What follows belongs to an exercise in optimizing a design on an open flow for small area, a short achievable clock period and few clock cycles; a production flow would make more cautious choices.
At most, simulation tests tie the RTL to the original design; equivalence was not proved.
No functional check of the RTL was part of runs 1 to 4.
Power is estimated from default activity; no workload was simulated.

==> flow/run.sh <==
#!/bin/bash
# synth_recipe.tcl (not shown) runs the flow's synth.tcl, then flattens the netlist and writes it again
# the make line also repeats each setting of config.mk as NAME=value (left out here)
make -C /OpenROAD-flow-scripts/flow DESIGN_CONFIG=/design/flow/config.mk WORK_HOME=/design/flow/orfs CLKGATE_MAP_FILE= SYNTH_SCRIPT=/design/flow/synth_recipe.tcl finish
==> flow/config.mk <==
export PLATFORM = sky130hd
export DESIGN_NAME = hspap
export DESIGN_NICKNAME = hspap
export VERILOG_FILES = /design/flow/design.v
export SDC_FILE = /design/flow/constraint.sdc
export NUM_CORES = 4
export LEC_CHECK = 0
export CAP_MARGIN = 20
export CORE_MARGIN = 2
export CORE_UTILIZATION = 40
export PLACE_DENSITY = 0.6
export SETUP_SLACK_MARGIN = 5
export SLEW_MARGIN = 20
==> flow/constraint.sdc <==
create_clock -name core_clock -period 13.0 [get_ports {clk}]
set_input_delay 2.6000 -clock core_clock [delete_from_list [all_inputs] [get_ports {clk}]]
set_output_delay 2.6000 -clock core_clock [all_outputs]
set_load 0.01 [all_outputs]
==> flow/design.v <==
module hspap (
    input  wire        clk,
    input  wire        rst,           
    input  wire [31:0] cfg_ps,
    input  wire [31:0] cfg_ppc,
    input  wire [31:0] cfg_win,
    input  wire [31:0] cfg_wout,
    input  wire [31:0] cfg_rate,
    input  wire        cmd_valid,
    input  wire [31:0] cmd_code,
    output wire [7:0]  status,
    output wire [12:0] loop_width,
    output wire        rm_we,
    output wire        rm_bank,
    output wire [13:0] rm_addr,
    output wire [31:0] rm_wdata
);
    localparam ST_IDLE  = 2'd0;
    localparam ST_BUSY  = 2'd1;
    localparam ST_DONE  = 2'd2;
    localparam ST_ERROR = 2'd3;
    wire code_ok = (cmd_code[31:2] == 30'd0) && (cmd_code[1] ^ cmd_code[0]);
    wire ppc_hi0 = (cfg_ppc[31:4] == 28'd0);
    wire p1 = ppc_hi0 && (cfg_ppc[3:0] == 4'd1);
    wire p2 = ppc_hi0 && (cfg_ppc[3:0] == 4'd2);
    wire p4 = ppc_hi0 && (cfg_ppc[3:0] == 4'd4);
    wire p8 = ppc_hi0 && (cfg_ppc[3:0] == 4'd8);
    wire ppc_ok = p1 | p2 | p4 | p8;
    wire ps_ok = (cfg_ps[31:5] == 27'd0) && (cfg_ps[4:0] != 5'd0) &&
                 (!cfg_ps[4] || (cfg_ps[3:0] == 4'd0));
    wire w_ok = (cfg_win != 32'd0) && (cfg_wout != 32'd0);
    wire r_ok = (cfg_rate != 32'd0);
    wire [13:0] lim = p8 ? 14'd10240 : 14'd7680;
    wire big = (cfg_win[31:14] != 18'd0) || (cfg_wout[31:14] != 18'd0) ||
               (cfg_win[13:0] > lim) || (cfg_wout[13:0] > lim);
    reg [3:0] chk_code;
    always @(*) begin
        if (!code_ok)     chk_code = 4'd6;
        else if (!ppc_ok) chk_code = 4'd1;
        else if (!ps_ok)  chk_code = 4'd2;
        else if (!w_ok)   chk_code = 4'd3;
        else if (!r_ok)   chk_code = 4'd4;
        else if (big)     chk_code = 4'd5;
        else              chk_code = 4'd0;
    end
    wire [13:0] m14 = (cfg_win[13:0] > cfg_wout[13:0]) ? cfg_win[13:0] : cfg_wout[13:0];
    wire [2:0]  msk = p8 ? 3'd7 : p4 ? 3'd3 : 3'd1;
    wire [14:0] rup = ({1'b0, m14} + {12'd0, msk}) & ~{12'd0, msk};
    wire [12:0] nc_in = rup[13:1];
    wire [12:0] lw_in = p8 ? rup[15-1:3] : p4 ? rup[14:2] : p2 ? rup[13:1] : m14[12:0];
    wire [1:0]  pk_in = p8 ? 2'd3 : p4 ? 2'd2 : p2 ? 2'd1 : 2'd0;
    reg [1:0]  state;
    reg [3:0]  errcode;
    reg [12:0] lw;
    reg        bank;
    reg        we_r;       
    reg        sel_pa;     
    reg [12:0] dcnt;       
    reg [11:0] addr;
    reg [1:0]  pk;         
    reg [3:0]  sh;         
    reg [15:0] rl;         
    reg [13:0] rhc;        
    reg        rhf;        
    reg [15:0] frac;       
    reg [13:0] kc;
    reg        es, ep;
    reg [13:0] rem;        
    reg [2:0]  tap;
    reg [31:0] wr;
    reg [13:0] pa;
    wire busy = (state == ST_BUSY);
    wire        k0   = (kc == 14'd0);
    wire        k1   = (kc == 14'd1);
    wire        k2   = (kc == 14'd2);
    wire        zA   = es ? k1 : (k0 && !ep);
    wire        oneA = es ? k2 : ep ? k0 : k1;
    wire        emA  = zA && (rem != 14'd0);
    wire        tA   = !zA;
    wire [16:0] s1   = {1'b0, frac} + {1'b0, rl};
    wire [17:0] s2   = {2'b0, frac} + {1'b0, rl, 1'b0};
    wire        c1   = s1[16];
    wire        c2   = s2[17] | (s2[16] & ~c1);    
    wire [15:0] fA   = emA ? s1[15:0] : frac;
    wire        zE1  = c1 ? rhf : (rhc == 14'd0);   
    wire        zB   = tA ? oneA : emA ? zE1 : 1'b1;
    wire        remA1 = emA ? (rem[13:1] != 13'd0) : (rem != 14'd0);
    wire        emB  = zB && remA1;
    wire        tB   = !zB;
    wire [15:0] fB   = !emB ? fA : emA ? s2[15:0] : s1[15:0];
    wire        cI   = emA ? c2 : c1;
    reg  [13:0] kB;
    reg         esB, epB;
    always @(*) begin
        if (tA && tB) begin
            kB  = kc - (ep ? 14'd1 : 14'd2);
            esB = es;
            epB = 1'b0;
        end else if (emB) begin
            kB  = (cI & rhf) ? 14'd0 : rhc;
            esB = 1'b0;
            epB = cI & !rhf;
        end else if (emA && tB) begin
            kB  = rhc;
            esB = !c1;
            epB = 1'b0;
        end else begin
            kB  = 14'd0;
            esB = 1'b0;
            epB = 1'b0;
        end
    end
    wire [13:0] remB = rem - {13'd0, emA} - {13'd0, emB};
    wire [2:0]  tapA = tap + {2'd0, tA};
    wire [2:0]  tapB = tapA + {2'd0, tB};
    wire [15:0] phA = frac >> sh;
    wire [15:0] phB = fA >> sh;
    reg [15:0] eA, eB;
    always @(*) begin
        case (pk)
            2'd0: begin
                eA = phA | {7'd0, emA, 8'd0};
                eB = phB | {7'd0, emB, 8'd0};
            end
            2'd1: begin
                eA = phA | {7'd0, emA, 1'b0, tapA[0], 6'd0};
                eB = phB | {7'd0, emB, 1'b0, tapB[0], 6'd0};
            end
            2'd2: begin
                eA = phA | {6'd0, emA, 1'b0, tapA[1:0], 6'd0};
                eB = phB | {6'd0, emB, 1'b0, tapB[1:0], 6'd0};
            end
            default: begin
                eA = phA | {5'd0, emA, 1'b0, tapA[2:0], 6'd0};
                eB = phB | {5'd0, emB, 1'b0, tapB[2:0], 6'd0};
            end
        endcase
    end
    wire        single = (pk == 2'd0) && (dcnt == 13'd1) && lw[0];
    wire [1:0]  j = (pk == 2'd2) ? {1'b0, dcnt[0]} : (2'd0 - dcnt[1:0]);
    wire [15:0] eBs = single ? 16'd0 : eB;
    reg [31:0] wr_n;
    reg [13:0] pa_n;
    reg        we_n, sel_n;
    always @(*) begin
        wr_n  = wr;
        pa_n  = pa;
        we_n  = 1'b1;
        sel_n = 1'b0;
        case (pk)
            2'd0: wr_n = {eBs, eA};
            2'd1: wr_n = {16'd0, eA} | {7'd0, eB, 9'd0};
            2'd2: begin
                if (j == 2'd0) begin
                    wr_n  = {16'd0, eA} | {6'd0, eB, 10'd0};
                    we_n  = we_r;
                    sel_n = 1'b1;
                end else begin
                    wr_n = wr | {eA[11:0], 20'd0} | {eB[1:0], 30'd0};
                    pa_n = {10'd0, eA[15:12]} | eB[15:2];
                end
            end
            default: begin
                case (j)
                    2'd0: begin
                        wr_n = {16'd0, eA} | {5'd0, eB, 11'd0};
                        we_n = 1'b0;
                    end
                    2'd1: begin
                        wr_n = wr | {eA[9:0], 22'd0};
                        pa_n = {2'd0, ({6'd0, eA[15:10]} | {eB[10:0], 1'b0})};
                    end
                    2'd2: begin
                        wr_n = {({4'd0, eA} | {eB[8:0], 11'd0}), pa[11:0]};
                        pa_n = {7'd0, eB[15:9]};
                    end
                    default: begin
                        wr_n = {8'd0, {17'd0, pa[6:0]} | {6'd0, eA, 2'd0} | {eB[10:0], 13'd0}};
                    end
                endcase
            end
        endcase
    end
    assign rm_we      = we_r;
    assign rm_bank    = bank;
    assign rm_addr    = {addr, 2'b00};
    assign rm_wdata   = sel_pa ? {18'd0, pa} : wr;
    assign status     = {errcode, 2'b00, state};
    assign loop_width = lw;
    always @(posedge clk) begin
        if (rst) begin
            state   <= ST_IDLE;
            errcode <= 4'd0;
            lw      <= 13'd0;
            we_r    <= 1'b0;
        end else if (!busy) begin
            if (cmd_valid) begin
                if (chk_code != 4'd0) begin
                    state   <= ST_ERROR;
                    errcode <= chk_code;
                end else begin
                    state   <= ST_BUSY;
                    errcode <= 4'd0;
                    lw      <= lw_in;
                end
            end
        end else if (dcnt != 13'd0) begin
            we_r   <= we_n;
        end else if (pk == 2'd2 && we_r && !sel_pa) begin
            we_r   <= 1'b1;      
        end else begin
            we_r   <= 1'b0;
            state  <= ST_DONE;
        end
    end
    always @(posedge clk) begin
        if (!busy) begin
            bank   <= (cmd_code[1:0] == 2'd2);
            pk     <= pk_in;
            sh     <= 4'd0 - cfg_ps[3:0];
            rl     <= cfg_rate[15:0];
            rhc    <= (cfg_rate[31:30] != 2'd0) ? 14'h3fff : cfg_rate[29:16];
            rhf    <= (cfg_rate[31:16] == 16'hffff);
            frac   <= 16'd0;
            kc     <= 14'd0;
            es     <= 1'b0;
            ep     <= 1'b0;
            rem    <= cfg_wout[13:0];
            tap    <= 3'd0;
            dcnt   <= nc_in;
            addr   <= 12'd0;
            sel_pa <= 1'b0;
        end else begin
            addr <= addr + {11'd0, we_r};
            if (dcnt != 13'd0) begin
                dcnt   <= dcnt - 13'd1;
                frac   <= fB;
                kc     <= kB;
                es     <= esB;
                ep     <= epB;
                rem    <= remB;
                tap    <= tapB;
                wr     <= wr_n;
                pa     <= pa_n;
                sel_pa <= sel_n;
            end else begin
                sel_pa <= 1'b1;
            end
        end
    end
endmodule
==> notes.md, run 1 <==
- ANT nets after route: 0
- CTS Buffer Depth: 2
- Number of enable flip-flop cells after synthesis: 111
- DR vias/cell: 6.18
- Worst skew pair latency: 460 ps
- Startpoint Class: input pin
- Yosys warning count: 1
- Unrepaired setup endpoints after global routing: no
- Mapped Area: 15,400 um^2
- Critical Path AT: 7820 ps
- Setup tns final: 0 ps
- Core footprint: 37,800 um^2
- Final period util: 57.8%
- CTS tree: done
- Fillcell total: 3,655
- Reg-to-Reg End: rem[7]
- Port Buf Inserts: 258
- Prevailing post-synth register cell: edfxtp_1
- Ratio of cells with drive above 1 in the final layout: 6.55%
- PD cells: 190 nW/um^2
- Netlist cell types: 100
- Final wirelength: 58,300 um
- Normalized max-slew margin: 24.2%
- Routability cong.: 0.967
- Leak Pwr: 6.96 nW
- Synthesized flop and latch total: 178
- Pins over their slew limit: 0
- Row count: 71
- WL/cell: 22.3 um
- Final Hold Fails: 0
- Register area share after synthesis: 30.4%
- Reg2reg start: frac[0]
- Post-Synth XOR/XNOR Area: 4.84%
- Post-CTS Resized: 0
- Hold depth: 2
- CTS buffer count: 17
- Post-synthesis adder-cell area fraction: 6.42%
- Boundary Pins: 264
- First-pass GRT wire length: 90,600 um
- Fin crit period: 7520 ps
- Die Span X: 200 um
- Root buffer cell: clkbuf_16
- Clock slew at reported path FFs: 80 ps
- Post-synth ARST share: 0%
- FMAX: 133 MHz
- Vias in the first global route: 15,500
- 1st-pass router iterations: 6
- Cells on worst reg2reg path: 17
- Reg area: 4670 um^2
- Hold_buf cts: 0
- DRC violations left: 0
- Clk sinks: 178
- Full die area: 40,100 um^2
- Post-synth top area share: 21.7%
- Initial DRC Count: 1,447
- Reg2reg setup slack: 7290 ps
- Worst hold path class: reg2reg
- Setup CP Type: in2reg
- Antenna violations before repair: 5
- Htree depth: 4
- Chip Height: 200 um
- Global-route usage over all layers: 28.7%
- Final Skew: 21.1 ps
- Max Cap Viol: 0
- DR vias: 16,121
- Syn avg cell area: 8.16 um^2
- Largest net degree at the start of global routing: 63
- CP max FO: 25
- NumNets Final: 2,350
- Synth-to-layout area growth: 23.6%
- End of the worst hold path: tap[0]
- Area taken by multi-input logic gates: 10,100 um^2
- Worst EP required: 13,310 ps
- Commonest cells post-synth: 178 x nor2_1, 176 x nand2_1, 154 x o21ai_0
- Final Power: 3.61 mW
- CP Capture Type: flop
- Leading area contributor after synthesis: edfxtp_1
- Peak supply drop: 0.119 mV
- Most numerous cell in the Yosys netlist: nor2_1
- Hpwl dp: 44,700 um
- Setup Buffers After CTS: 0
- Main combinational cell family by area after synthesis: compound AO/OA/AOI/OAI gates
- GRT overflow: 0
- Fraction of synthesized area in multiplexers: 5.53%
- Post-Synth Simple-Gate Area: 22.6%
- Synth Area in Compound Gates: 25.7%
- Hold path start: tap[0]
- Ranking of synthesized cells by area: edfxtp_1 22%, dfxtp_1 8.7%, ha_1 5.8%, o21ai_0 5.0%, nor2_1 4.3%
- Initial Util: 40.8%
- Outcome: no timing/DRC/antenna violations
- Synth Instances: 1,886
- Final setup viols: 0
- Worst-Margin Slew: 1130 ps
## final cells by class
type | count | area share [%]
clock inverter | 15 | 1.05
sequential | 178 | 24.6
timing repair buffer | 286 | 14.7
clock buffer | 17 | 2.23
multi-input combinational | 1541 | 53.0
inverter | 55 | 1.09
antenna | 4 | 0.0526
tap | 511 | 3.36
## critical path, cell delays in order
cell	delay (ps)
clkdlybuf4s50_1	440
nor4_1	400
nand4_1	190
nor2_1	420
nand4b_1	150
buf_4	230
inv_1	420
ha_1	350
a31o_2	240
a221oi_1	290
o211ai_1	140
a21oi_1	300
o221ai_1	270
nor4b_4	290
buf_4	310
nand2_1	170
a2111oi_0	530
nor3_1	80
## worst max path at each step
stage / end / start / slack, ps / cells after the start
CTS: lw[11] / cfg_ppc[13] / 5630 / 18
floorplan: lw[7] / cfg_wout[3] / 6090 / 18
global placement: lw[7] / cfg_wout[3] / 5250 / 18
detailed placement: lw[11] / cfg_ppc[13] / 5150 / 18
finish: lw[11] / cfg_ppc[13] / 5480 / 18
global route: lw[11] / cfg_ppc[13] / 5210 / 18
## power breakdown
part           switching, mW  total, mW  internal (mW)
combinational           1.40       2.23          0.833
clock                  0.244      0.568          0.324
sequential             0.107      0.815          0.708
total                   1.75       3.61           1.87
## through the flow
stage,area [um^2],util (%),instances,setup WS (ps),hold WS [ps]
global placement,18400,48.7,2570,5250,446
finish,19000,50.4,2607,5480,463
detailed placement,18400,48.7,2570,5150,452
global route,19000,50.4,2607,5210,485
CTS,19000,50.4,2602,5630,465
floorplan,15400,-,1890,6090,436
## routing by layer
metal,global-route usage [%],vias up,part of all wire (%),wire length [um]
li1,-,7541,-,-
met1,37.0,7724,42,24600
met2,46.4,751,46,27100
met3,5.97,103,7.7,4470
met4,12.5,2,3.7,2170
met5,0,-,0.022,13
## placed cells by master (no fill, tap or decap), drive strengths merged, types with 33 or more instances in the layout
master / synthesis / layout
clkdlybuf4s50: 0 / 258
nor2: 179 / 179
nand2: 177 / 177
o21ai: 159 / 159
a21oi: 133 / 133
edfxtp: 111 / 111
ha: 71 / 71
dfxtp: 67 / 67
inv: 53 / 58
nor4: 54 / 54
nor3: 54 / 54
xnor2: 51 / 51
nand3: 48 / 48
mux2i: 39 / 39
xor2: 34 / 34
o211ai: 33 / 33
## cells by family after synthesis
family	after synthesis
AO/OA/AOI/OAI	601
XOR/XNOR	85
adder cells (fa/ha/maj)	76
buffers and inverters	171
flip-flops	178
multiplexers	72
other	1
AND/OR/NAND/NOR	702
## sequential cells by signal (all words and copies together) (netlist names), 12 cells and up
name	flops
addr	12
frac	16
kc	14
dcnt	13
rl	16
pa	14
rem	14
lw	13
rhc	14
wr	32
==> run 2: changes to the inputs <==
--- a/flow/config.mk
+++ b/flow/config.mk
@@ -5,6 +5,7 @@
 export SDC_FILE = /design/flow/constraint.sdc
 export NUM_CORES = 4
 export LEC_CHECK = 0
+export ABC_CLOCK_PERIOD_IN_PS = 3500
 export CAP_MARGIN = 20
 export CORE_MARGIN = 2
 export CORE_UTILIZATION = 40
==> run 2 against run 1 <==
  * Clock skew stayed put
  * Clock power hardly changed
  * Largest power group unchanged
  * Cell count stayed put
  * Largest cell class unchanged
  * Highest routed layer unchanged
  * Core utilization did not move
==> notes.md, run 2 <==
- Outcome: no timing/DRC/antenna violations
- Max Cap Viol: 0
- DRC violations left: 0
- Normalized max-slew margin: 24.2%
- Reg2reg setup slack: 7290 ps
- Synth Instances: 1,886
- Fin crit period: 7520 ps
- Post-route cell area: 19,000 um^2
- Setup crit start: cfg_ppc[13]
- Post-synth ARST share: 0%
- Full die area: 40,100 um^2
- Die Span X: 200 um
- CTS Buffer Depth: 2
- CP Capture Type: flop
- WL/cell: 22.3 um
- Hpwl dp: 44,700 um
- Setup CP Type: in2reg
- DR vias: 16,121
- Placed cell area: 18,400 um^2
- Ratio of cells with drive above 1 in the final layout: 6.55%
- Leak Pwr: 6.96 nW
- ANT nets after route: 0
- Final period util: 57.8%
- Commonest non-fill, non-tap cell in the layout: clkdlybuf4s50_1
- Slowest CP cell: a2111oi_0
- Most numerous cell in the Yosys netlist: nor2_1
- Ranking of synthesized cells by area: edfxtp_1 22%, dfxtp_1 8.7%, ha_1 5.8%, o21ai_0 5.0%, nor2_1 4.3%
- Cells on worst reg2reg path: 17
- Final Skew: 21.1 ps
- Pins over their slew limit: 0
- Number of enable flip-flop cells after synthesis: 111
- Max reg flops: 32
- CP dominant cell by count: buf_4
- GRT overflow: 0
- Routability cong.: 0.967
- Final Hold Fails: 0
- Peak supply drop: 0.119 mV
- Setup Buffers After CTS: 0
- Hold_buf cts: 0
- Port Buf Inserts: 258
- FMAX: 133 MHz
- Register area share after synthesis: 30.4%
- Clk sinks: 178
- Reg2reg start: frac[0]
- Mapped Area: 15,400 um^2
- Final setup viols: 0
- Worst hold path class: reg2reg
- Synth-to-layout area growth: 23.6%
- Synthesized flop and latch total: 178
- Cells along the critical path: clkdlybuf4s50_1 > nor4_1 > nand4_1 > nor2_1 > nand4b_1 > buf_4 > inv_1 > ha_1 > a31o_2 > a221oi_1 > o211ai_1 > a21oi_1 > o221ai_1 > nor4b_4 > buf_4 > nand2_1 > a2111oi_0 > nor3_1
- Initial Util: 40.8%
- Top flop regs: wr (32), frac (16), rl (16)
- Reg-to-Reg End: rem[7]
- Part of the power in registers: 22.6%
- Initial DRC Count: 1,447
- CP max FO: 25
- Setup tns final: 0 ps
- Critical path destination: lw[11]
- Chip Height: 200 um
- Vias in the first global route: 15,500
- Leading area contributor after synthesis: edfxtp_1
- Comb pwr share: 61.7%
- Final Power: 3.61 mW
- Antenna violations before repair: 5
- Syn avg cell area: 8.16 um^2
- Max incr delay on CP: 530 ps
- CTS tree: done
- Post-CTS Resized: 0
- Htree depth: 4
- DR vias/cell: 6.18
- Clock slew at reported path FFs: 80 ps
- First-pass GRT wire length: 90,600 um
- Netlist cell types: 100
- Commonest cells post-synth: 178 x nor2_1, 176 x nand2_1, 154 x o21ai_0
- Critical Path AT: 7820 ps
- Commonest non-fill, non-tap cells in the layout: 258 x clkdlybuf4s50_1, 177 x nor2_1, 176 x nand2_1, 154 x o21ai_0, 132 x a21oi_1
- Biggest register: wr
- Net switching power figure: 1.75 mW
- Worst-Margin Slew: 1130 ps
- CTS buffer count: 17
- Row count: 71
- Clk pwr share: 15.7%
- Largest net degree at the start of global routing: 63
- Sw Ratio: 48.4%
- Final wirelength: 58,300 um
- Unrepaired setup endpoints after global routing: no
- Startpoint Class: input pin
- Root buffer cell: clkbuf_16
- NumNets Final: 2,350
- Global-route usage over all layers: 28.7%
- Fillcell total: 3,655
- Core footprint: 37,800 um^2
- Yosys warning count: 1
- 1st-pass router iterations: 6
- PD cells: 190 nW/um^2
- Internal power: 1.87 mW
- Worst EP required: 13,310 ps
- Post-synth top area share: 21.7%
- Boundary Pins: 264
- Prevailing post-synth register cell: edfxtp_1
- Worst skew pair latency: 460 ps
==> run 2: cell counts after synthesis <==
No cell type changed its count.
==> run 2: how the worst min path moves through the flow <==
stage               slack [ps]  cells after the start     end   start
floorplan                  440                      2  tap[0]  tap[0]
global placement           450                      2  tap[1]  tap[1]
detailed placement         450                      2  tap[0]  tap[0]
CTS                        470                      2  tap[0]  tap[0]
global route               490                      2  tap[0]  tap[0]
finish                     460                      2  tap[0]  tap[0]
==> run 2: per-stage QoR <==
stage / setup WS [ps] / cells / utilization (%) / hold slack [ps]
global placement: 5250 / 2570 / 48.7 / 446
detailed placement: 5150 / 2570 / 48.7 / 452
finish: 5480 / 2607 / 50.4 / 463
CTS: 5630 / 2602 / 50.4 / 465
floorplan: 6090 / 1890 / - / 436
global route: 5210 / 2607 / 50.4 / 485
==> run 2: cell type report <==
type	instances	area, um^2	area share (%)
Multi-Input combinational cell	1541	10100	53.0
Sequential cell	178	4670	24.6
Timing Repair Buffer	286	2790	14.7
Tap cell	511	639	3.36
Clock buffer	17	425	2.23
Inverter	55	208	1.09
Clock inverter	15	200	1.05
Antenna cell	4	10.0	0.0526
==> run 2: cell families (layout without fill, tap and decap cells) <==
| logic type | count (synthesis) | count (layout) | synth area share, % |
|---|---|---|---|
| muxes | 72 | 72 | 5.53 |
| other | 1 | 9 | 0.0244 |
| xor gates and xnor gates | 85 | 85 | 4.84 |
| and+or+nand+nor | 702 | 702 | 22.6 |
| buffers and inverters | 171 | 373 | 4.47 |
| adders and majority gates | 76 | 76 | 6.42 |
| AOI/OAI and AO/OA | 601 | 601 | 25.7 |
| DFF | 178 | 178 | 30.4 |
==> run 2: metal layers <==
metal	share of wire, %	vias to the layer above	track usage (%)
met5	0.022	-	0
met4	3.7	2	12.5
met3	7.7	103	5.97
met2	46	751	46.4
met1	42	7724	37.0
li1	-	7541	-
==> run 2: worst max-delay path, delay by kind of cell <==
| family | cells | cell delay [ps] |
|---|---|---|
| buffers and inverters | 4 | 1400 |
| AOI/OAI and AO/OA | 6 | 1770 |
| and+or+nand+nor | 7 | 1700 |
| adders and majority gates | 1 | 350 |
==> run 2: power groups by stage <==
stage / sequential, mW / combinational (mW) / clock (mW)
2_1_floorplan: 0.783 / 1.53 / 0
3_3_place_gp: 0.821 / 2.15 / 0
3_5_place_dp: 0.823 / 2.17 / 0
4_1_cts: 0.812 / 2.18 / 0.577
5_1_grt: 0.826 / 2.44 / 0.600
6_report: 0.815 / 2.23 / 0.568
==> run 3: changes to the inputs <==
--- a/flow/design.v
+++ b/flow/design.v
@@ -30,7 +30,8 @@
                  (!cfg_ps[4] || (cfg_ps[3:0] == 4'd0));
     wire w_ok = (cfg_win != 32'd0) && (cfg_wout != 32'd0);
     wire r_ok = (cfg_rate != 32'd0);
-    wire [13:0] lim = p8 ? 14'd10240 : 14'd7680;
+    wire q8 = cfg_ppc[3], q4 = cfg_ppc[2], q2 = cfg_ppc[1];
+    wire [13:0] lim = q8 ? 14'd10240 : 14'd7680;
     wire big = (cfg_win[31:14] != 18'd0) || (cfg_wout[31:14] != 18'd0) ||
                (cfg_win[13:0] > lim) || (cfg_wout[13:0] > lim);
     reg [3:0] chk_code;
@@ -44,11 +45,11 @@
         else              chk_code = 4'd0;
     end
     wire [13:0] m14 = (cfg_win[13:0] > cfg_wout[13:0]) ? cfg_win[13:0] : cfg_wout[13:0];
-    wire [2:0]  msk = p8 ? 3'd7 : p4 ? 3'd3 : 3'd1;
+    wire [2:0]  msk = {q8, q8 | q4, 1'b1};
     wire [14:0] rup = ({1'b0, m14} + {12'd0, msk}) & ~{12'd0, msk};
     wire [12:0] nc_in = rup[13:1];
-    wire [12:0] lw_in = p8 ? rup[15-1:3] : p4 ? rup[14:2] : p2 ? rup[13:1] : m14[12:0];
-    wire [1:0]  pk_in = p8 ? 2'd3 : p4 ? 2'd2 : p2 ? 2'd1 : 2'd0;
+    wire [12:0] lw_in = q8 ? {1'b0, rup[14:3]} : q4 ? rup[14:2] : q2 ? rup[13:1] : m14[12:0];
+    wire [1:0]  pk_in = {q8 | q4, q8 | q2};
     reg [1:0]  state;
     reg [3:0]  errcode;
     reg [12:0] lw;
==> flow/flow/run.sh (new file) <==
#!/bin/bash
# Standard ORFS layout, with timing repair aimed below the clock period so
# that the achieved period (clock period less setup slack) is short, and
# small port buffers.
set -euo pipefail
export SETUP_SLACK_MARGIN=8.5
export BUFFER_PORTS_ARGS="-buffer_cell sky130_fd_sc_hd__buf_1"
bash standard.sh > standard_flow.log 2>&1
==> flow/standard.sh (new file) <==
#!/bin/bash
# synth_recipe.tcl (not shown) runs the flow's synth.tcl, then flattens the netlist and writes it again
# the make line also repeats each setting of config.mk as NAME=value (left out here)
make -C /OpenROAD-flow-scripts/flow DESIGN_CONFIG=/design/flow/config.mk WORK_HOME=/design/flow/orfs CLKGATE_MAP_FILE= SYNTH_SCRIPT=/design/flow/synth_recipe.tcl "${@:-finish}"
==> flow/config.mk (replaced) <==
export PLATFORM = sky130hd
export DESIGN_NAME = hspap
export DESIGN_NICKNAME = hspap
export VERILOG_FILES = /design/flow/design.v
export SDC_FILE = /design/flow/constraint.sdc
export NUM_CORES = 4
export LEC_CHECK = 0
export CAP_MARGIN = 20
export CORE_MARGIN = 2
export CORE_UTILIZATION = 40
export PLACE_DENSITY = 0.6
export SLEW_MARGIN = 20
removed: flow/run.sh
==> run 3 against run 2 <==
  * Count of clock-buffer cells in the layout grew 3
  * Wire length grew 8.0%
  * Area after synthesis grew 0.27%
  * Worst hold slack gained 4.3 ps
  * Maximum frequency grew 34%
  * Sequential power shrank 3.9%
  * First-iteration DRC count grew 27%
  * Cell count grew 2.3%
  * Cell area grew 3.6%
==> notes.md, run 3 <==
- Root buffer cell: clkbuf_16
- Hold_buf cts: 0
- Register area share after synthesis: 30.3%
- Final period util: 43.3%
- Reg2reg setup slack: 8450 ps
- Final Power: 3.20 mW
- Worst hold path class: reg2reg
- Non-filler instance count after layout: 2,667
- DRC violations left: 0
- Vias in the first global route: 16,010
- Final wirelength: 62,900 um
- Final Core Density: 52.1%
- CTS tree: done
- Worst EP required: 13,310 ps
- Number of enable flip-flop cells after synthesis: 111
- Core footprint: 37,800 um^2
- Final Skew: 19.3 ps
- Ratio of cells with drive above 1 in the final layout: 19.5%
- Ranking of synthesized cells by area: edfxtp_1 22%, dfxtp_1 8.7%, ha_1 5.8%, o21ai_0 4.2%, nand2_1 4.2%
- Netlist cell types: 95
- Commonest non-fill, non-tap cell in the layout: buf_1
- Chip Height: 200 um
- Port Buf Inserts: 258
- Commonest cells post-synth: 172 x nand2_1, 150 x nor2_1, 129 x o21ai_0
- Antenna violations before repair: 2
- DR vias/cell: 6.31
- First-pass GRT wire length: 95,100 um
- Clock slew at reported path FFs: 80 ps
- Leading area contributor after synthesis: edfxtp_1
- Yosys warning count: 1
- Boundary Pins: 264
- Largest net degree at the start of global routing: 72
- Full die area: 40,200 um^2
- CP max FO: 5
- Global-route usage over all layers: 30.3%
- Synth-to-layout area growth: 27.8%
- Mapped Area: 15,400 um^2
- Worst-Margin Slew: 1080 ps
- Unrepaired setup endpoints after global routing: yes
- Pins over their slew limit: 0
- Max reg flops: 32
- Syn avg cell area: 8.27 um^2
- Initial DRC Count: 1,831
- Htree depth: 4
- Die Span X: 200 um
- Worst skew pair latency: 460 ps
- CP Capture Type: flop
- Startpoint Class: input pin
- DR vias: 16,839
- Hpwl dp: 46,000 um
- Outcome: no timing/DRC/antenna violations
- NumNets Final: 2,412
- Clk sinks: 178
- Final setup viols: 0
- Row count: 71
- Post-synth ARST share: 0%
- Top flop regs: wr (32), frac (16), rl (16)
- Synthesized flop and latch total: 178
- Final Hold Fails: 0
- Most numerous cell in the Yosys netlist: nand2_1
- Synth Instances: 1,866
- Critical Path AT: 5940 ps
- Leak Pwr: 7.16 nW
- Worst Hold Margin: 467 ps
- Post-synth top area share: 21.6%
- Initial Util: 40.8%
- CTS Buffer Depth: 2
- Normalized max-slew margin: 27.0%
- PD cells: 162 nW/um^2
- Setup tns final: 0 ps
- FMAX: 178 MHz
- ANT nets after route: 0
- Biggest register: wr
- 1st-pass router iterations: 6
- Setup CP Type: in2reg
- Post-Place Cells: 2,547
- Routability cong.: 1.01
- CTS buffer count: 17
- GRT overflow: 0
- Prevailing post-synth register cell: edfxtp_1
- Commonest non-fill, non-tap cells in the layout: 229 x buf_1, 164 x nand2_1, 141 x nor2_1, 118 x a21oi_1, 111 x edfxtp_1
- Fin crit period: 5620 ps
- Peak supply drop: 0.137 mV
- Max Cap Viol: 0
- WL/cell: 23.6 um
## run 3: cell count changes in the layout (fill, tap and decap cells not counted), moves of 21 or more
cell	before	now
buf_4	27	90
ha_1	71	50
buf_6	0	23
nor2_1	177	141
buf_1	0	229
o21ai_0	154	109
clkdlybuf4s50_1	258	0
## run 3: area by class of cell
cell class	instances	area, um^2
multi-input cells	1507	11300
clock inverters	12	101
fillers	3602	18100
diodes	2	5.00
clock buffers	20	489
well taps	511	639
inverters	75	379
flip-flops and latches	178	4680
repair buffers	362	2170
## run 3: where the power goes
group,leakage (nW),internal (mW),switching (mW)
combinational,5.23,0.717,1.16
sequential,1.63,0.697,0.0855
clock,0.298,0.280,0.258
total,7.16,1.69,1.51
## run 3: final timing paths
path                     from      end  cells past startpoint
setup / recovery  cfg_win[11]    lw[7]                     20
hold / removal         tap[0]   tap[0]                      2
setup reg to reg        rl[0]  rem[11]                     19
hold reg to reg        tap[0]   tap[0]                      2
## run 3: timing repair
| action | 4_1_cts | 5_1_grt |
|---|---|---|
| resized for setup | 236 | 103 |
| endpoints found under the setup margin | 88 | 68 |
| pin swaps | 59 | 57 |
| buffers inserted | 60 | 22 |
| gates cloned | 4 | 0 |
## run 3: kinds of logic (layout without fill, tap and decap cells)
kind of cell | count (synthesis) | in the layout | synth area share, %
compound gates | 565 | 566 | 24.3
buf+inv | 187 | 469 | 4.81
fa+ha+maj | 76 | 76 | 6.40
other cells | 1 | 7 | 0.0243
xor+xnor | 76 | 76 | 4.31
simple gates | 707 | 708 | 23.1
flops | 178 | 178 | 30.3
mux | 76 | 76 | 6.75
## run 3: routing by layer
metal | vias up | global-route usage, % | wire, um
met3 | 139 | 5.57 | 5070
met2 | 886 | 50.0 | 29300
met1 | 8125 | 39.0 | 25900
met5 | - | 0 | 0
met4 | 0 | 13.1 | 2700
li1 | 7689 | - | -
## run 3: through the flow
step / worst slack, ps / area, um^2
2_1_floorplan: 7150 / 15900
3_3_place_gp: 6290 / 17000
3_5_place_dp: 6190 / 17100
4_1_cts: 7490 / 19100
5_1_grt: 7240 / 19700
6_report: 7380 / 19700
## run 3: worst max-delay path: stages
cell and delay, ps:
buf_12 110, ha_4 260, nand4_1 160, buf_4 190, nor4_4 280, buf_4 190, or3_4 120, o311a_4 190
nand3_4 90, inv_2 90, fa_2 210, inv_2 50, a21oi_4 260, nor2b_4 90, and3_4 190, xnor2_2 170
nor2_2 70, or2_4 260, a221oi_2 250, a31oi_1 110
==> run 4: changes to the inputs <==
==> flow/flow/run.sh (replaced) <==
#!/bin/bash
# Standard ORFS layout, with timing repair aimed below the clock period so
# that the achieved period (clock period less setup slack) is short.
set -euo pipefail
export SETUP_SLACK_MARGIN=8.5
bash standard.sh > standard_flow.log 2>&1
==> run 4 against run 3 <==
  * Still clean
  * Area after synthesis stayed put
  * Non-clock buffer count is 18 higher
  * Worst setup slack worse by 53 ps
  * Cell count is 0.56% higher
  * Worst hold slack better by 1.2 ps
  * Wire length is 4.8% higher
  * Largest power group unchanged
  * Highest routed layer unchanged
==> notes.md, run 4 <==
- Worst EP required: 13,290 ps
- Reg2reg setup slack: 8520 ps
- Commonest non-fill, non-tap cell in the layout: clkdlybuf4s50_1
- Startpoint Class: input pin
- Most numerous cell in the Yosys netlist: nand2_1
- ANT nets after route: 0
- Die Span X: 200 um
- Setup CP Type: in2reg
- Worst skew pair latency: 450 ps
- Hold_buf cts: 0
- Register area share after synthesis: 30.3%
- Commonest non-fill, non-tap cells in the layout: 172 x clkdlybuf4s50_1, 165 x nand2_1, 139 x nor2_1, 117 x a21oi_1, 113 x o21ai_0
- Reg-to-Reg End: wr[19]
- Leading area contributor after synthesis: edfxtp_1
- Synth-to-layout area growth: 39.4%
- Worst hold path class: reg2reg
- Final period util: 43.7%
- Final wirelength: 66,000 um
- Ranking of synthesized cells by area: edfxtp_1 22%, dfxtp_1 8.7%, ha_1 5.8%, o21ai_0 4.2%, nand2_1 4.2%
- Root buffer cell: clkbuf_16
- Area taken by multi-input logic gates: 11,400 um^2
- Max incr delay on CP: 520 ps
- Syn avg cell area: 8.27 um^2
- Placed cell area: 18,700 um^2
- Chip Height: 200 um
- Initial DRC Count: 1,817
- Antenna violations before repair: 1
- Reg2reg start: rl[0]
- Reg area: 4690 um^2
- Largest net degree at the start of global routing: 65
- Peak supply drop: 0.148 mV
- Full die area: 40,200 um^2
- Netlist cell types: 95
- Normalized max-slew margin: 26.2%
- Yosys warning count: 1
- Post-synth ARST share: 0%
- Final Core Density: 56.9%
- Non-filler instance count after layout: 2,682
- Unrepaired setup endpoints after global routing: yes
- Number of enable flip-flop cells after synthesis: 111
- Post-synth top area share: 21.6%
- Max reg flops: 32
- Outcome: no timing/DRC/antenna violations
- NumNets Final: 2,428
- Synthesized flop and latch total: 178
- Final worst setup slack: 7320 ps
- Hold path start: tap[0]
- Commonest cells post-synth: 172 x nand2_1, 150 x nor2_1, 129 x o21ai_0
- Htree depth: 4
- PD cells: 154 nW/um^2
- CP max FO: 4
- Main combinational cell family by area after synthesis: compound AO/OA/AOI/OAI gates
- Worst-Margin Slew: 1100 ps
- CTS buffer count: 17
- Core footprint: 37,800 um^2
- GRT overflow: 0
- Post-Synth XOR/XNOR Area: 4.31%
- Port Buf Inserts: 258
- Synth Instances: 1,866
- CP Capture Type: flop
- Clock slew at reported path FFs: 80 ps
- Post-synthesis adder-cell area fraction: 6.40%
- Setup crit start: cfg_wout[8]
- DRC violations left: 0
- Slowest CP cell: or4_4
- Mapped Area: 15,400 um^2
- Final Power: 3.33 mW
- CTS tree: done
- Biggest register: wr
- DR vias/cell: 6.29
- Synth Area in Compound Gates: 24.3%
- Critical path destination: lw[5]
- First-pass GRT wire length: 99,700 um
- Cells on worst reg2reg path: 12
- Boundary Pins: 264
- Worst Hold Margin: 468 ps
- CTS Buffer Depth: 2
- Global-route usage over all layers: 31.8%
- 1st-pass router iterations: 7
- DP Worst Slack: 5840 ps
- Fraction of synthesized area in multiplexers: 6.75%
- Top flop regs: wr (32), frac (16), rl (16)
- FMAX: 176 MHz
- Ratio of cells with drive above 1 in the final layout: 22.2%
- Critical Path AT: 5970 ps
- Post-Synth Simple-Gate Area: 23.1%
- Setup tns final: 0 ps
- Fillcell total: 3,481
- Post-Place Cells: 2,554
- Final Skew: 14.3 ps
- Post-route cell area: 21,500 um^2
- Row count: 71
- Cells along the critical path: buf_12 > clkinv_8 > ha_4 > nand4_1 > buf_4 > nor4_4 > buf_4 > buf_6 > or4_4 > nand3_4 > inv_2 > fa_2 > inv_2 > a21oi_4 > nor2b_4 > buf_6 > nand3_4 > mux2i_4 > xnor2_2 > a221o_1 > a31oi_1 > a211oi_1
- DR vias: 16,871
- Pins over their slew limit: 0
- Hpwl dp: 48,500 um
- Leak Pwr: 7.98 nW
- Prevailing post-synth register cell: edfxtp_1
- Vias in the first global route: 16,565
- Clk sinks: 178
- Final Hold Fails: 0
- Final setup viols: 0
- Max Cap Viol: 0
- WL/cell: 24.6 um
- Routability cong.: 0.978
- Fin crit period: 5680 ps
- Initial Util: 40.8%
## run 4: cell families after synthesis
kind of cell	Yosys count
other	1
AND/OR/NAND/NOR	707
flip-flops	178
XOR/XNOR	76
AO/OA/AOI/OAI	565
adder cells (fa/ha/maj)	76
multiplexers	76
buffers and inverters	187
## run 4: final cells by class
class | instances | area share [%]
diodes | 1 | 0.0116
clock buffers | 18 | 2.09
clock inverters | 14 | 0.721
inverters | 75 | 1.77
multi-input cells | 1505 | 53.1
flip-flops and latches | 178 | 21.8
well taps | 511 | 2.97
repair buffers | 380 | 17.6
## run 4: critical path: cells and delay by family
family                     cells  cell delay (ps)
xor gates and xnor gates       1              120
AOI/OAI and AO/OA              4              640
and+or+nand+nor                6             1050
adders and majority gates      2              600
muxes                          1              180
buffers and inverters          8              770
## run 4: repair_timing
action | CTS | global route
endpoints found under the setup margin | 96 | 56
resized for setup | 440 | 122
pin swaps | 97 | 62
gates cloned | 4 | 0
setup buffers | 59 | 31
## run 4: how the worst min path moves through the flow
stage	end	slack, ps	cells past startpoint
5_1_grt	tap[1]	490	2
2_1_floorplan	tap[0]	440	2
6_report	tap[0]	470	2
3_3_place_gp	tap[0]	450	2
3_5_place_dp	tap[1]	450	2
4_1_cts	tap[0]	470	2
## run 4: power breakdown
part / switching, mW / internal [mW]
Sequential: 0.0865 / 0.697
Combinational: 1.19 / 0.803
Clock: 0.261 / 0.286
## run 4: metal layers
metal  part of all wire, %  up-vias  wire [um]  global-route usage [%]
met5                     0        -          0                       0
met4                   3.9        0       2550                    12.7
met1                    40     8103      26500                    39.9
met3                   7.2      157       4780                    4.79
li1                      -     7715          -                       -
met2                    49      896      32100                    54.9
==> run 5: changes to the inputs <==
--- a/flow/design.v
+++ b/flow/design.v
@@ -30,8 +30,7 @@
                  (!cfg_ps[4] || (cfg_ps[3:0] == 4'd0));
     wire w_ok = (cfg_win != 32'd0) && (cfg_wout != 32'd0);
     wire r_ok = (cfg_rate != 32'd0);
-    wire q8 = cfg_ppc[3], q4 = cfg_ppc[2], q2 = cfg_ppc[1];
-    wire [13:0] lim = q8 ? 14'd10240 : 14'd7680;
+    wire [13:0] lim = p8 ? 14'd10240 : 14'd7680;
     wire big = (cfg_win[31:14] != 18'd0) || (cfg_wout[31:14] != 18'd0) ||
                (cfg_win[13:0] > lim) || (cfg_wout[13:0] > lim);
     reg [3:0] chk_code;
@@ -45,11 +44,11 @@
         else              chk_code = 4'd0;
     end
     wire [13:0] m14 = (cfg_win[13:0] > cfg_wout[13:0]) ? cfg_win[13:0] : cfg_wout[13:0];
-    wire [2:0]  msk = {q8, q8 | q4, 1'b1};
+    wire [2:0]  msk = p8 ? 3'd7 : p4 ? 3'd3 : 3'd1;
     wire [14:0] rup = ({1'b0, m14} + {12'd0, msk}) & ~{12'd0, msk};
     wire [12:0] nc_in = rup[13:1];
-    wire [12:0] lw_in = q8 ? {1'b0, rup[14:3]} : q4 ? rup[14:2] : q2 ? rup[13:1] : m14[12:0];
-    wire [1:0]  pk_in = {q8 | q4, q8 | q2};
+    wire [12:0] lw_in = p8 ? rup[15-1:3] : p4 ? rup[14:2] : p2 ? rup[13:1] : m14[12:0];
+    wire [1:0]  pk_in = p8 ? 2'd3 : p4 ? 2'd2 : p2 ? 2'd1 : 2'd0;
     reg [1:0]  state;
     reg [3:0]  errcode;
     reg [12:0] lw;
@@ -60,22 +59,15 @@
     reg [11:0] addr;
     reg [1:0]  pk;         
     reg [3:0]  sh;         
-    reg [15:0] rl;         
-    reg [13:0] rhc;        
-    reg        rhf;        
+    reg [15:0] rl, rh;     
     reg [15:0] frac;       
-    reg [13:0] kc;
-    reg        es, ep;
+    reg [15:0] intp;       
     reg [13:0] rem;        
     reg [2:0]  tap;
     reg [31:0] wr;
     reg [13:0] pa;
     wire busy = (state == ST_BUSY);
-    wire        k0   = (kc == 14'd0);
-    wire        k1   = (kc == 14'd1);
-    wire        k2   = (kc == 14'd2);
-    wire        zA   = es ? k1 : (k0 && !ep);
-    wire        oneA = es ? k2 : ep ? k0 : k1;
+    wire        zA   = (intp == 16'd0);
     wire        emA  = zA && (rem != 14'd0);
     wire        tA   = !zA;
     wire [16:0] s1   = {1'b0, frac} + {1'b0, rl};
@@ -83,33 +75,22 @@
     wire        c1   = s1[16];
     wire        c2   = s2[17] | (s2[16] & ~c1);    
     wire [15:0] fA   = emA ? s1[15:0] : frac;
-    wire        zE1  = c1 ? rhf : (rhc == 14'd0);   
-    wire        zB   = tA ? oneA : emA ? zE1 : 1'b1;
+    wire        rh0  = (rh == 16'd0);
+    wire        rhf  = (rh == 16'hffff);
+    wire        zB   = tA ? (intp == 16'd1) : emA ? (c1 ? rhf : rh0) : 1'b1;
     wire        remA1 = emA ? (rem[13:1] != 13'd0) : (rem != 14'd0);
     wire        emB  = zB && remA1;
     wire        tB   = !zB;
     wire [15:0] fB   = !emB ? fA : emA ? s2[15:0] : s1[15:0];
     wire        cI   = emA ? c2 : c1;
-    reg  [13:0] kB;
-    reg         esB, epB;
-    always @(*) begin
-        if (tA && tB) begin
-            kB  = kc - (ep ? 14'd1 : 14'd2);
-            esB = es;
-            epB = 1'b0;
-        end else if (emB) begin
-            kB  = (cI & rhf) ? 14'd0 : rhc;
-            esB = 1'b0;
-            epB = cI & !rhf;
-        end else if (emA && tB) begin
-            kB  = rhc;
-            esB = !c1;
-            epB = 1'b0;
-        end else begin
-            kB  = 14'd0;
-            esB = 1'b0;
-            epB = 1'b0;
-        end
+    wire [15:0] rh_inc = rh + {15'd0, cI};
+    wire [15:0] rh_dec = rh - 16'd1;
+    reg  [15:0] iB;
+    always @(*) begin
+        if (tA && tB)       iB = {intp[15:1] - 15'd1, intp[0]};
+        else if (emB)       iB = rh_inc;
+        else if (emA && tB) iB = c1 ? rh : rh_dec;
+        else                iB = 16'd0;
     end
     wire [13:0] remB = rem - {13'd0, emA} - {13'd0, emB};
     wire [2:0]  tapA = tap + {2'd0, tA};
@@ -220,12 +201,9 @@
             pk     <= pk_in;
             sh     <= 4'd0 - cfg_ps[3:0];
             rl     <= cfg_rate[15:0];
-            rhc    <= (cfg_rate[31:30] != 2'd0) ? 14'h3fff : cfg_rate[29:16];
-            rhf    <= (cfg_rate[31:16] == 16'hffff);
+            rh     <= cfg_rate[31:16];
             frac   <= 16'd0;
-            kc     <= 14'd0;
-            es     <= 1'b0;
-            ep     <= 1'b0;
+            intp   <= 16'd0;
             rem    <= cfg_wout[13:0];
             tap    <= 3'd0;
             dcnt   <= nc_in;
@@ -236,9 +214,7 @@
             if (dcnt != 13'd0) begin
                 dcnt   <= dcnt - 13'd1;
                 frac   <= fB;
-                kc     <= kB;
-                es     <= esB;
-                ep     <= epB;
+                intp   <= iB;
                 rem    <= remB;
                 tap    <= tapB;
                 wr     <= wr_n;
==> flow/run.sh (new file) <==
#!/bin/bash
# synth_recipe.tcl (not shown) runs the flow's synth.tcl, then flattens the netlist and writes it again
# the make line also repeats each setting of config.mk as NAME=value (left out here)
make -C /OpenROAD-flow-scripts/flow DESIGN_CONFIG=/design/flow/config.mk WORK_HOME=/design/flow/orfs CLKGATE_MAP_FILE= SYNTH_SCRIPT=/design/flow/synth_recipe.tcl finish
removed: flow/flow/run.sh
removed: flow/standard.sh
==> run 5 against run 4 <==
  * Still clean on timing, DRC and antenna
  * Non-clock buffer count is 94 lower
  * Maximum frequency is 28% lower
  * Die area is 0.99% higher
  * Critical path type unchanged
  * Highest routed layer unchanged
==> notes.md, run 5 <==
- Htree depth: 4
- Final Hold Fails: 0
- Reg-to-Reg End: intp[15]
- Leading area contributor after synthesis: edfxtp_1
- Reg area: 4700 um^2
- Max Cap Viol: 0
- CP dominant cell by count: a31o_2
- Post-synth top area share: 21.6%
- CTS tree: done
- Boundary Pins: 264
- Post-route cell area: 19,200 um^2
- WL/cell: 22.6 um
- Setup tns final: 0 ps
- Post-synth ARST share: 0%
- Clk sinks: 179
- Leak Pwr: 7.01 nW
- Initial Util: 40.4%
- Row count: 72
- Max incr delay on CP: 820 ps
- GRT overflow: 0
- Number of diodes: 0
- Fillcell total: 3,836
- Prevailing post-synth register cell: edfxtp_1
- Register area share after synthesis: 30.2%
- Syn avg cell area: 8.19 um^2
- Normalized max-slew margin: 18.7%
- Critical path destination: lw[12]
- Unrepaired setup endpoints after global routing: no
- Vias in the first global route: 15,644
- DP Worst Slack: 4760 ps
- DR vias: 16,489
- Ratio of cells with drive above 1 in the final layout: 6.94%
- Number of enable flip-flop cells after synthesis: 112
- Fin crit period: 7890 ps
- Cells along the critical path: clkdlybuf4s50_1 > nor4_1 > nand4_1 > nor2_1 > nand4b_1 > inv_1 > ha_1 > a31o_2 > a221oi_1 > o2111ai_1 > or2_2 > o21ai_0 > and3_1 > nand2_1 > a2111oi_0 > a31o_2
- Reg2reg start: frac[2]
- Netlist cell types: 104
- Final Skew: 12.3 ps
- CTS buffer count: 17
- Port Buf Inserts: 258
- Global-route usage over all layers: 28.7%
- Yosys warning count: 1
- Worst-Margin Slew: 1210 ps
- Worst hold path class: reg2reg
- FMAX: 127 MHz
- Routability cong.: 0.966
- Initial DRC Count: 1,787
- Clock slew at reported path FFs: 80 ps
- Commonest non-fill, non-tap cell in the layout: clkdlybuf4s50_1
- Core footprint: 38,600 um^2
- Critical Path AT: 8290 ps
- Root buffer cell: clkbuf_16
- Die Span X: 201 um
- Synth Instances: 1,904
- Synth-to-layout area growth: 22.9%
- Cells on worst reg2reg path: 22
- 1st-pass router iterations: 5
- Pins over their slew limit: 0
- Final Power: 3.58 mW
- Final wirelength: 59,700 um
- Setup Buffers After CTS: 0
- Worst EP required: 13,400 ps
- Chip Height: 201 um
- Most numerous cell in the Yosys netlist: nand2_1
- Worst skew pair latency: 460 ps
- Startpoint Class: input pin
- First-pass GRT wire length: 91,100 um
- Hold_buf cts: 0
- Final worst setup slack: 5110 ps
- Setup crit start: cfg_ppc[10]
- CP max FO: 20
- Biggest register: wr
- Antenna violations before repair: 1
- Largest net degree at the start of global routing: 63
- NumNets Final: 2,379
- Synthesized flop and latch total: 179
- Placed cell area: 18,600 um^2
- Reg2reg setup slack: 7070 ps
- Commonest non-fill, non-tap cells in the layout: 258 x clkdlybuf4s50_1, 193 x nand2_1, 186 x nor2_1, 146 x a21oi_1, 117 x o21ai_0
- Peak supply drop: 0.142 mV
- DR vias/cell: 6.25
- Commonest cells post-synth: 193 x nand2_1, 188 x nor2_1, 146 x a21oi_1
- Final setup viols: 0
- Post-CTS Resized: 0
- Ranking of synthesized cells by area: edfxtp_1 22%, dfxtp_1 8.6%, ha_1 5.9%, a21oi_1 4.7%, nand2_1 4.6%
- Setup CP Type: in2reg
- Area taken by multi-input logic gates: 10,200 um^2
- Outcome: no timing/DRC/antenna violations
- Slowest CP cell: inv_1
- Max reg flops: 32
- Worst Hold Margin: 459 ps
- Hpwl dp: 45,300 um
- PD cells: 187 nW/um^2
- CTS Buffer Depth: 2
- Final period util: 60.7%
- CP Capture Type: flop
- Mapped Area: 15,600 um^2
- Full die area: 40,600 um^2
- DRC violations left: 0
- ANT nets after route: 0
run 5: cell types whose count changed in the layout (fill, tap and decap cells not counted), moves of 24 or more:
cell             before  now
a21oi_1             117  146
buf_4                96   28
buf_6                24    0
clkdlybuf4s50_1     172  258
dlygate4sd2_1        43    0
ha_1                 47   74
nand2_1             165  193
nor2_1              139  186
run 5: how the worst min path moves through the flow:
stage	endpoint	slack, ps	startpoint	cells past startpoint
2_1_floorplan	tap[0]	440	tap[0]	2
3_3_place_gp	tap[0]	450	tap[0]	2
3_5_place_dp	tap[1]	450	tap[1]	2
4_1_cts	tap[1]	460	tap[1]	2
5_1_grt	tap[1]	500	tap[1]	2
6_report	tap[1]	460	tap[1]	2
run 5: area by class of cell:
type                       instances  area share, %
clock inverter                    13          0.653
clock buffer                      19           2.26
timing repair buffer             286           14.6
inverter                          72           1.44
tap                              518           3.38
sequential                       179           24.6
multi-input combinational       1550           53.1
run 5: metal layers:
metal  up-vias  share of wire [%]  global-route usage [%]
li1       7654                  -                       -
met1      7828                 41                    36.9
met2       879                 48                    48.7
met3       128                7.8                    4.45
met4         0                3.2                    10.3
met5         -                  0                       0
run 5: critical path, delay by kind of cell:
family                   cells  cell delay (ps)
AND/OR/NAND/NOR              7             2520
AO/OA/AOI/OAI                6             1540
buffers and inverters        2             1230
adder cells (fa/ha/maj)      1              370
run 5: logic make-up after synthesis:
group	share of synthesized area, %
mux	4.68
flops	30.2
buf+inv	4.72
simple gates	23.3
xor+xnor	4.60
other cells	0.0241
compound gates	26.1
fa+ha+maj	6.45
run 5: report_power, final:
group	switching, mW	internal (mW)
Sequential	0.112	0.716
Combinational	1.42	0.823
Clock	0.245	0.267
Total	1.78	1.81
run 5: metrics by stage:
stage | std cells | utilization, %
after floorplan | 1908 | -
after global placement | 2605 | 48.2
after detailed placement | 2605 | 48.2
after CTS | 2637 | 49.7
after global routing | 2637 | 49.7
final | 2637 | 49.7
Testbench counts of run 5, summed over its fixed seeds: cycles 16,847.
==> run 6: changes to the inputs <==
--- a/flow/design.v
+++ b/flow/design.v
@@ -30,7 +30,8 @@
                  (!cfg_ps[4] || (cfg_ps[3:0] == 4'd0));
     wire w_ok = (cfg_win != 32'd0) && (cfg_wout != 32'd0);
     wire r_ok = (cfg_rate != 32'd0);
-    wire [13:0] lim = p8 ? 14'd10240 : 14'd7680;
+    wire q8 = cfg_ppc[3], q4 = cfg_ppc[2], q2 = cfg_ppc[1];
+    wire [13:0] lim = q8 ? 14'd10240 : 14'd7680;
     wire big = (cfg_win[31:14] != 18'd0) || (cfg_wout[31:14] != 18'd0) ||
                (cfg_win[13:0] > lim) || (cfg_wout[13:0] > lim);
     reg [3:0] chk_code;
@@ -43,12 +44,18 @@
         else if (big)     chk_code = 4'd5;
         else              chk_code = 4'd0;
     end
-    wire [13:0] m14 = (cfg_win[13:0] > cfg_wout[13:0]) ? cfg_win[13:0] : cfg_wout[13:0];
-    wire [2:0]  msk = p8 ? 3'd7 : p4 ? 3'd3 : 3'd1;
-    wire [14:0] rup = ({1'b0, m14} + {12'd0, msk}) & ~{12'd0, msk};
-    wire [12:0] nc_in = rup[13:1];
-    wire [12:0] lw_in = p8 ? rup[15-1:3] : p4 ? rup[14:2] : p2 ? rup[13:1] : m14[12:0];
-    wire [1:0]  pk_in = p8 ? 2'd3 : p4 ? 2'd2 : p2 ? 2'd1 : 2'd0;
+    wire        wgt  = (cfg_win[13:0] > cfg_wout[13:0]);
+    wire [13:0] m14  = wgt ? cfg_win[13:0] : cfg_wout[13:0];
+    wire [12:0] sw   = q8 ? {3'd0, cfg_win[13:3]} : q4 ? {2'd0, cfg_win[13:2]} : cfg_win[13:1];
+    wire        rw   = q8 ? (cfg_win[2:0] != 3'd0) : q4 ? (cfg_win[1:0] != 2'd0) : cfg_win[0];
+    wire [12:0] so   = q8 ? {3'd0, cfg_wout[13:3]} : q4 ? {2'd0, cfg_wout[13:2]} : cfg_wout[13:1];
+    wire        ro   = q8 ? (cfg_wout[2:0] != 3'd0) : q4 ? (cfg_wout[1:0] != 2'd0) : cfg_wout[0];
+    wire [12:0] cw   = sw + {12'd0, rw};
+    wire [12:0] co   = so + {12'd0, ro};
+    wire [12:0] cm   = wgt ? cw : co;
+    wire [12:0] nc_in = q8 ? {cm[10:0], 2'd0} : q4 ? {cm[11:0], 1'b0} : cm;
+    wire [12:0] lw_in = (q8 | q4 | q2) ? cm : m14[12:0];
+    wire [1:0]  pk_in = {q8 | q4, q8 | q2};
     reg [1:0]  state;
     reg [3:0]  errcode;
     reg [12:0] lw;
@@ -59,15 +66,22 @@
     reg [11:0] addr;
     reg [1:0]  pk;         
     reg [3:0]  sh;         
-    reg [15:0] rl, rh;     
+    reg [15:0] rl;         
+    reg [13:0] rhc;        
+    reg        rhf;        
     reg [15:0] frac;       
-    reg [15:0] intp;       
+    reg [13:0] kc;
+    reg        es, ep;
     reg [13:0] rem;        
     reg [2:0]  tap;
     reg [31:0] wr;
     reg [13:0] pa;
     wire busy = (state == ST_BUSY);
-    wire        zA   = (intp == 16'd0);
+    wire        k0   = (kc == 14'd0);
+    wire        k1   = (kc == 14'd1);
+    wire        k2   = (kc == 14'd2);
+    wire        zA   = es ? k1 : (k0 && !ep);
+    wire        oneA = es ? k2 : ep ? k0 : k1;
     wire        emA  = zA && (rem != 14'd0);
     wire        tA   = !zA;
     wire [16:0] s1   = {1'b0, frac} + {1'b0, rl};
@@ -75,24 +89,37 @@
     wire        c1   = s1[16];
     wire        c2   = s2[17] | (s2[16] & ~c1);    
     wire [15:0] fA   = emA ? s1[15:0] : frac;
-    wire        rh0  = (rh == 16'd0);
-    wire        rhf  = (rh == 16'hffff);
-    wire        zB   = tA ? (intp == 16'd1) : emA ? (c1 ? rhf : rh0) : 1'b1;
+    wire        zE1  = c1 ? rhf : (rhc == 14'd0);   
+    wire        zB   = tA ? oneA : emA ? zE1 : 1'b1;
     wire        remA1 = emA ? (rem[13:1] != 13'd0) : (rem != 14'd0);
     wire        emB  = zB && remA1;
     wire        tB   = !zB;
     wire [15:0] fB   = !emB ? fA : emA ? s2[15:0] : s1[15:0];
     wire        cI   = emA ? c2 : c1;
-    wire [15:0] rh_inc = rh + {15'd0, cI};
-    wire [15:0] rh_dec = rh - 16'd1;
-    reg  [15:0] iB;
-    always @(*) begin
-        if (tA && tB)       iB = {intp[15:1] - 15'd1, intp[0]};
-        else if (emB)       iB = rh_inc;
-        else if (emA && tB) iB = c1 ? rh : rh_dec;
-        else                iB = 16'd0;
-    end
-    wire [13:0] remB = rem - {13'd0, emA} - {13'd0, emB};
+    reg  [13:0] kB;
+    reg         esB, epB;
+    always @(*) begin
+        if (tA && tB) begin
+            kB  = kc - (ep ? 14'd1 : 14'd2);
+            esB = es;
+            epB = 1'b0;
+        end else if (emB) begin
+            kB  = (cI & rhf) ? 14'd0 : rhc;
+            esB = 1'b0;
+            epB = cI & !rhf;
+        end else if (emA && tB) begin
+            kB  = rhc;
+            esB = !c1;
+            epB = 1'b0;
+        end else begin
+            kB  = 14'd0;
+            esB = 1'b0;
+            epB = 1'b0;
+        end
+    end
+    wire [13:0] rem1 = rem - 14'd1;
+    wire [13:0] rem2 = rem - 14'd2;
+    wire [13:0] remB = (emA && emB) ? rem2 : (emA || emB) ? rem1 : rem;
     wire [2:0]  tapA = tap + {2'd0, tA};
     wire [2:0]  tapB = tapA + {2'd0, tB};
     wire [15:0] phA = frac >> sh;
@@ -196,16 +223,21 @@
         end
     end
     always @(posedge clk) begin
+        frac <= busy ? fB : 16'd0;
+        kc   <= busy ? kB : 14'd0;
+        es   <= busy && esB;
+        ep   <= busy && epB;
+        rem  <= busy ? remB : cfg_wout[13:0];
+        tap  <= busy ? tapB : 3'd0;
+    end
+    always @(posedge clk) begin
         if (!busy) begin
             bank   <= (cmd_code[1:0] == 2'd2);
             pk     <= pk_in;
             sh     <= 4'd0 - cfg_ps[3:0];
             rl     <= cfg_rate[15:0];
-            rh     <= cfg_rate[31:16];
-            frac   <= 16'd0;
-            intp   <= 16'd0;
-            rem    <= cfg_wout[13:0];
-            tap    <= 3'd0;
+            rhc    <= (cfg_rate[31:30] != 2'd0) ? 14'h3fff : cfg_rate[29:16];
+            rhf    <= (cfg_rate[31:16] == 16'hffff);
             dcnt   <= nc_in;
             addr   <= 12'd0;
             sel_pa <= 1'b0;
@@ -213,10 +245,6 @@
             addr <= addr + {11'd0, we_r};
             if (dcnt != 13'd0) begin
                 dcnt   <= dcnt - 13'd1;
-                frac   <= fB;
-                intp   <= iB;
-                rem    <= remB;
-                tap    <= tapB;
                 wr     <= wr_n;
                 pa     <= pa_n;
                 sel_pa <= sel_n;
==> flow/flow/run.sh (new file) <==
#!/bin/bash
# Standard ORFS layout, with timing repair aimed below the clock period so
# that the achieved period (clock period less setup slack) is short, and
# small port buffers.
set -euo pipefail
export SETUP_SLACK_MARGIN=10
export BUFFER_PORTS_ARGS="-buffer_cell sky130_fd_sc_hd__buf_1"
bash standard.sh > standard_flow.log 2>&1
==> flow/standard.sh (new file) <==
#!/bin/bash
# synth_recipe.tcl (not shown) runs the flow's synth.tcl, then flattens the netlist and writes it again
# the make line also repeats each setting of config.mk as NAME=value (left out here)
make -C /OpenROAD-flow-scripts/flow DESIGN_CONFIG=/design/flow/config.mk WORK_HOME=/design/flow/orfs CLKGATE_MAP_FILE= SYNTH_SCRIPT=/design/flow/synth_recipe.tcl "${@:-finish}"
removed: flow/run.sh
==> run 6 against run 5 <==
  * Count of clock-buffer cells in the layout grew 4
  * Wire length increased by 8.0%
  * Global-route usage rose by 2.1 points
  * Register-to-register slack better by 1700 ps
  * Via count rose by 4.5%
  * Area after synthesis decreased by 1.0%
  * First-iteration DRC count fell by 7.3%
  * Die area fell by 1.0%
  * Largest cell class unchanged
  * Critical path depth is 1 higher
  * Cell count up 5.3%
==> notes.md, run 6 <==
- Boundary Pins: 264
- DR vias/cell: 6.20
- Post-Place Cells: 2,559
- PD cells: 201 nW/um^2
- Post-synth top area share: 21.6%
- Max Cap Viol: 0
- Row count: 71
- CTS buffer count: 17
- Antenna violations before repair: 6
- Leak Pwr: 8.56 nW
- Setup crit start: cfg_ppc[3]
- Yosys warning count: 1
- Final wirelength: 64,400 um
- Largest net degree at the start of global routing: 71
- Most numerous cell in the Yosys netlist: nor2_1
- Critical Path AT: 5220 ps
- Clock slew at reported path FFs: 70 ps
- Max reg flops: 32
- Normalized max-slew margin: 21.4%
- Synth Instances: 1,871
- Clk sinks: 178
- Worst hold path class: reg2reg
- Final setup viols: 0
- Routability cong.: 0.994
- Global-route usage over all layers: 30.8%
- FMAX: 204 MHz
- First-pass GRT wire length: 96,800 um
- Outcome: no timing/DRC/antenna violations
- Fin crit period: 4910 ps
- Mapped Area: 15,400 um^2
- Initial DRC Count: 1,656
- CTS tree: done
- CTS Buffer Depth: 2
- Final Power: 4.54 mW
- Cells on worst reg2reg path: 18
- Setup tns final: 0 ps
- Fillcell total: 3,254
- Critical path destination: lw[10]
- Ranking of synthesized cells by area: edfxtp_1 22%, dfxtp_1 8.7%, ha_1 5.8%, mux2i_1 5.1%, nor2_1 4.7%
- Hold path start: lw[4]
- Sw Ratio: 44.8%
- Non-filler instance count after layout: 2,778
- Comb pwr share: 69.6%
- Placed cell area: 17,600 um^2
- Netlist cell types: 92
- Clk pwr share: 12.0%
- Hold_buf cts: 0
- Final Core Density: 59.6%
- Final worst setup slack: 8090 ps
- Port Buf Inserts: 258
- Leading area contributor after synthesis: edfxtp_1
- Full die area: 40,200 um^2
- Chip Height: 200 um
- Internal power: 2.51 mW
- ANT nets after route: 0
- Ratio of cells with drive above 1 in the final layout: 33.3%
- Final period util: 37.8%
- Synth-to-layout area growth: 46.1%
- Post-route cell area: 22,500 um^2
- Synthesized flop and latch total: 178
- Part of the power in registers: 18.5%
- Prevailing post-synth register cell: edfxtp_1
- Number of enable flip-flop cells after synthesis: 111
- WL/cell: 23.2 um
- 1st-pass router iterations: 6
- Worst-Margin Slew: 1180 ps
- Reg2reg setup slack: 8730 ps
- Htree depth: 4
- GRT overflow: 0
- Die Span X: 200 um
- NumNets Final: 2,517
- Pins over their slew limit: 0
- Commonest non-fill, non-tap cell in the layout: nand2_1
- Register area share after synthesis: 30.3%
- Syn avg cell area: 8.25 um^2
- Commonest cells post-synth: 194 x nor2_1, 189 x nand2_1, 135 x a21oi_1
- Unrepaired setup endpoints after global routing: yes
- Worst skew pair latency: 450 ps
- Root buffer cell: clkbuf_16
- DRC violations left: 0
- Top flop regs: wr (32), frac (16), rl (16)
- Final Skew: 16.2 ps
- Worst EP required: 13,310 ps
- Net switching power figure: 2.03 mW
- Startpoint Class: input pin
- Reg2reg start: rl[0]
- Biggest register: wr
- Commonest non-fill, non-tap cells in the layout: 169 x nand2_1, 167 x nor2_1, 166 x buf_1, 117 x buf_4, 112 x buf_6
- Setup CP Type: in2reg
- Core footprint: 37,800 um^2
- Final Hold Fails: 0
- Post-synth ARST share: 0%
- CP Capture Type: flop
- Hpwl dp: 42,800 um
- CP max FO: 5
- Peak supply drop: 0.144 mV
- Reg-to-Reg End: wr[19]
- DR vias: 17,234
- DP Worst Slack: 6990 ps
- Initial Util: 40.8%
- Worst Hold Margin: 475 ps
- Vias in the first global route: 16,739
[run 6: power by group through the flow]
stage / Combinational (mW) / Clock, mW / Sequential [mW]
finish: 3.15 / 0.542 / 0.838
global placement: 2.03 / 0 / 0.841
CTS: 2.76 / 0.545 / 0.831
floorplan: 1.56 / 0 / 0.805
detailed placement: 2.03 / 0 / 0.846
global route: 3.33 / 0.568 / 0.849
[run 6: routing by layer]
| metal | track usage, % | share of wire (%) | vias to the layer above |
|---|---|---|---|
| li1 | - | - | 7820 |
| met1 | 38.3 | 40 | 8271 |
| met5 | 0 | 0 | - |
| met4 | 15.3 | 5.0 | 0 |
| met3 | 5.50 | 7.8 | 204 |
| met2 | 51.3 | 47 | 939 |
[run 6: worst max-delay path, stage by stage]
cell and delay, ps:
clkbuf_16 140, buf_4 150, buf_16 130, ha_4 240, nand2_1 70, o21bai_1 170, a21oi_1 100, o2111a_1 280
o21ai_1 130, a21oi_1 70, or3_1 340, o211ai_1 100, buf_4 190, buf_6 110, buf_12 120, mux2i_1 210
nor2_1 60
[run 6: repair_timing]
action | CTS | global route
pin swaps | 78 | 76
cloned | 19 | 1
setup endpoints to repair | 274 | 226
buffers inserted | 108 | 53
resized for setup | 451 | 188
[run 6: area by class of cell]
cell class | instances | area, um^2 | area share (%)
Antenna cell | 6 | 15.0 | 0.0666
Clock buffer | 23 | 532 | 2.36
Clock inverter | 9 | 81.3 | 0.361
Inverter | 55 | 295 | 1.31
Multi-Input combinational cell | 1539 | 12400 | 54.9
Sequential cell | 178 | 4750 | 21.1
Tap cell | 511 | 639 | 2.84
Timing Repair Buffer | 457 | 3850 | 17.1
[run 6: worst min path at each step]
stage	end	slack [ps]	cells past startpoint
after floorplan	ep	430	1
after global placement	lw[4]	460	2
after detailed placement	lw[3]	460	2
after CTS	lw[3]	480	2
after global routing	lw[3]	490	2
final	lw[4]	480	2
[run 6: cell families (layout without fill, tap and decap cells)]
| kind of cell | count (synthesis) | after routing | share of synthesized area [%] |
|---|---|---|---|
| XOR/XNOR | 83 | 83 | 4.71 |
| multiplexers | 130 | 130 | 9.87 |
| buffers and inverters | 163 | 544 | 4.22 |
| flip-flops | 178 | 178 | 30.3 |
| other | 1 | 11 | 0.0243 |
| AO/OA/AOI/OAI | 528 | 533 | 22.2 |
| AND/OR/NAND/NOR | 714 | 714 | 22.5 |
| adder cells (fa/ha/maj) | 74 | 74 | 6.15 |
Testbench counts of run 6, summed over its fixed seeds: cycles 16,847.

[port drivers added, routing unchanged]
Ports are ideal in the flow. The routed layouts listed here were re-timed in OpenROAD. Step 1: set_driving_cell puts a clkbuf_16 on clk and a buf_2 on each other input, an assumption about the parent block. Step 2, shift: input delay + t, output delay - t, t = (earliest + latest rising clock arrival at the registers) / 2. This alone moves slack from input paths to output paths. Three values: ideal, step 1, step 2; two values: the first two.
run	shift t [ns]	setup WS [ns]	clock arrival spread, ns
run 1	0.502	5.483 / 5.512 / 5.011	0.021 / 0.021
run 2	0.502	5.483 / 5.512 / 5.011	0.021 / 0.021
run 3	0.512	7.375 / 7.359 / 6.847	0.019 / 0.019
run 4	0.498	7.323 / 7.289 / 6.791	0.015 / 0.015
run 5	0.508	5.107 / 5.136 / 4.628	0.012 / 0.013
run 6	0.499	8.088 / 8.101 / 7.602	0.017 / 0.017
After both steps every run listed still meets setup and hold. The setup slack of run 4, which loses most, moves by -0.034 ns with the drivers and by -0.532 ns with both steps.
